Context: an optimization exercise on an open-source flow, tuned for small area, a short achievable clock period and few clock cycles. The choices shown serve that exercise and are no tape-out recipe. Only simulation tests tie the RTL to the original design; equivalence was not proved. Power and IR drop assume default switching activity.

Setup of job 2944:
## sipfc_codec
module sipfc_codec (
    input  wire        clk,
    input  wire        rst,
    input  wire        req_valid,
    output wire        req_ready,
    input  wire [11:0] req_word,
    output reg         rsp_valid,
    input  wire        rsp_ready,
    output wire [2:0]  rsp_status,
    output reg  [15:0] rsp_data,
    output reg         rsp_empty,
    output reg         rsp_last,
    output reg         fault
);
Size: roughly 1200 flip-flops, about 40 I/O pins, ~0.046 mm^2 of cells after synthesis.
export LEC_CHECK = 0
export CAP_MARGIN = 20
export CORE_MARGIN = 2
export CORE_UTILIZATION = 40
export CTS_CLUSTER_DIAMETER = 80
export CTS_CLUSTER_SIZE = 24
export SLEW_MARGIN = 20
create_clock -name core_clock -period 10.0 [get_ports {clk}]
standard.sh (not shown) runs the stock make flow with config.mk's settings and CLKGATE_MAP_FILE= SYNTH_SCRIPT=/design/flow/synth_recipe.tcl, a recipe that flattens the netlist after the stock synthesis.
==> flow/flow/run.sh <==
#!/bin/bash
# Standard ORFS layout (the standard.sh, unchanged synthesis), asking the
# resizer's setup repair for more slack than the clock period needs. The clock
# period and the SDC are the standard flow's.
set -euo pipefail
bash standard.sh SETUP_SLACK_MARGIN=6.7 finish > standard_finish.log 2>&1
Testbench counts of job 2944, summed over its fixed seeds: cycles 41,225.
What job 1940 does differently from job 2944 at the input level:
-- flow/flow/run.sh --
<<< job 2944, line 6
bash standard.sh SETUP_SLACK_MARGIN=6.7 finish > standard_finish.log 2>&1
>>> job 1940, line 6
bash standard.sh SETUP_SLACK_MARGIN=7.1 finish > standard_finish.log 2>&1
==> run notes <==
- The final layout from job 1940, which completed every stage, passed the timing, DRC and antenna checks at the end of the flow.
- No stage failed in job 2944, and the final checks on the layout all came back clean.
- Comparing job 1940 and job 2944, the higher met3 demand-to-capacity share in global routing is on job 1940.
- Job 1940 vs job 2944, cell with the biggest individual delay on the critical path: edfxtp_1 vs nor3_1
- Between job 1940 and job 2944, the routed via count divided by cell count does not differ in any meaningful way.
- Number of inserted filler cells in the final layout, job 1940 vs job 2944: down slightly
- On post-CTS clock slew at the launch and capture registers of the worst setup and hold paths, job 1940 and job 2944 are neck and neck.
- Job 1940 vs. job 2944: wire length on met2 increased by 2900 um relative to the old numbers; global placer's final weighted congestion increased by about 0.7% relative to the old numbers.
Input changes introduced in job 7418 (baseline for comparison: job 1940):
-- flow/flow/run.sh --
<<< job 1940, line 6
bash standard.sh SETUP_SLACK_MARGIN=7.1 finish > standard_finish.log 2>&1
>>> job 7418, line 6
bash standard.sh SETUP_SLACK_MARGIN=6.9 finish > standard_finish.log 2>&1
==> comparison <==
- Job 7418 ran to completion and came out clean on the timing, DRC and antenna checks.
- Going from job 1940 to job 7418, clock tree cell share of total cell area +0.27 points, global routing usage summed across all routing layers has decreased, highest achievable clock rate essentially unchanged, area taken by flip-flops and latches did not really move, count of state elements after synthesis ~0 delta.
- Between job 7418 and job 1940, the final design area excluding fillers is higher for job 1940.
- Across both runs, routed wire length was lower for job 7418 than for job 1940.
- The worst-skew pair later-pin latency was comparable across job 7418 and job 1940.
- Status: setup slack parity (job 1940, job 7418)

* * *

Setup of build 73:
Another version of the RTL of sipfc_codec (not shown whole).
Size in the first run: ~2,900 cells after synthesis, about 40 I/O pins, about 45,000 um2 of cells after synthesis.
==> flow/config.mk <==
export PLATFORM = sky130hd
export DESIGN_NAME = sipfc_codec
export DESIGN_NICKNAME = sipfc_codec
export VERILOG_FILES = /design/flow/design.v
export SDC_FILE = /design/flow/constraint.sdc
export NUM_CORES = 4
export LEC_CHECK = 0
export CAP_MARGIN = 20
export CORE_MARGIN = 2
export CORE_UTILIZATION = 40
export CTS_CLUSTER_DIAMETER = 80
export CTS_CLUSTER_SIZE = 24
export PLACE_DENSITY = 0.75
export SLEW_MARGIN = 20
==> flow/constraint.sdc <==
create_clock -name core_clock -period 10.0 [get_ports {clk}]
set_input_delay 2.0000 -clock core_clock [delete_from_list [all_inputs] [get_ports {clk}]]
set_output_delay 2.0000 -clock core_clock [all_outputs]
set_load 0.01 [all_outputs]
==> flow/flow/run.sh <==
#!/bin/bash
# Standard ORFS layout (the standard.sh, unchanged synthesis), asking the
# resizer's setup repair for more slack than the clock period needs. The clock
# period and the SDC are the standard flow's.
set -euo pipefail
bash standard.sh SETUP_SLACK_MARGIN=6.9 finish > standard_finish.log 2>&1
Build 73 | status: complete | timing, DRC, antenna: pass
Testbench counts of build 73, summed over its fixed seeds: cycles 41,225.
Setup changes, build 73 to build 90
Settings: PLACE_DENSITY no longer set, was 0.75.
-- flow/flow/run.sh --
<<< build 73, line 4
# period and the SDC are the standard flow's.
set -euo pipefail
bash standard.sh SETUP_SLACK_MARGIN=6.9 finish > standard_finish.log 2>&1
>>> build 90, line 4
# period and the SDC are the standard flow's.
set -euo pipefail
bash standard.sh SETUP_SLACK_MARGIN=6.8 finish > standard_finish.log 2>&1
--- outcome ---
NOTE: critical path depth in build 90 falls short of that of build 73. Summary of build 90 over build 73: minimum clock period after layout went down by 12 ps, post-CTS resize count moved down, final area -0.53%. Run comparison: build 90 library cell contributing the largest single delay on the critical path sky130_fd_sc_hd__edfxtp_1; build 73 library cell contributing the largest single delay on the critical path sky130_fd_sc_hd__a222oi_1.
diff inputs: build 90 => build 9
Settings: putting PLACE_DENSITY at 0.85 where nothing was set.
-- flow/flow/run.sh --
<<< build 90, line 4
# period and the SDC are the standard flow's.
set -euo pipefail
bash standard.sh SETUP_SLACK_MARGIN=6.8 finish > standard_finish.log 2>&1
>>> build 9, line 4
# period and the SDC are the standard flow's.
set -euo pipefail
bash standard.sh SETUP_SLACK_MARGIN=6.9 finish > standard_finish.log 2>&1
Build 9 and build 90 ended up with nearly the same portion of total power attributed to combinational logic. Total number of vias: build 9 and build 90 compared, lower one is build 90. Of build 9 and build 90, the run reporting the higher wire length was build 90. Summary of the comparison: combinational power is lower in build 9, relative to build 90. Any difference in cell area after layout between build 90 and build 9 is small enough to ignore. Power of the clock network ended up about 3% lower on build 9 than on build 90. In the flow results for build 9 and build 90, the layout buffer count excluding clock buffers is smaller on build 9. Total power divided by cell area, build 9 and build 90: larger value in build 90.
[inputs] build 3 vs build 9
Settings: clearing PLACE_DENSITY, which used to be 0.85.
Against build 9 as the reference, build 3 delivers a lower clock period minus final worst setup slack.
Build 3 vs build 9 — wire length of the first global-routing pass climbed by a few percent
Build 3 has more setup slack than build 9.
Build 3 vs build 9 on fraction of met2 tracks used by global routing: build 3 is the higher one.
Total CTS buffers grows by a few percent when moving from build 9 to build 3.
Summary of build 3 over build 9: via count fell by 690, timing-limited maximum frequency rose by about 0.33%.

-- what the ideal ports hide --
Ports are ideal in the flow. The routed layouts listed here were re-timed in OpenROAD.
Step 1 assumes that a clkbuf_16 drives the clock port and a buf_2 every other input.
Step 2 adds t to the input delays and takes it off the output delays; t is the mean of the earliest and latest rising clock arrival at the registers after step 1. Input paths then give back, and output paths get back, about the clock's delay inside the block.
Slacks: no drivers / after step 1 / after step 2; pairs: no drivers / after step 1.
run	t, ns	setup WS [ns]	hold WS [ns]
job 2944	0.751	6.561 / 6.561 / 6.010	0.467 / 0.467 / 0.467
job 1940	0.774	6.697 / 6.624 / 6.430	0.459 / 0.459 / 0.459
job 7418	0.770	6.694 / 6.620 / 6.281	0.460 / 0.460 / 0.460
build 73	0.750	6.741 / 6.691 / 6.226	0.468 / 0.468 / 0.468
build 90	0.750	6.754 / 6.676 / 6.144	0.467 / 0.467 / 0.467
build 9	0.737	6.711 / 6.641 / 6.269	0.476 / 0.476 / 0.476
build 3	0.762	6.722 / 6.651 / 6.217	0.478 / 0.478 / 0.478
After both steps setup and hold are still met in every run listed. For build 90, which loses most, drivers alone change the setup slack by -0.078 ns; drivers and shift together by -0.610 ns.
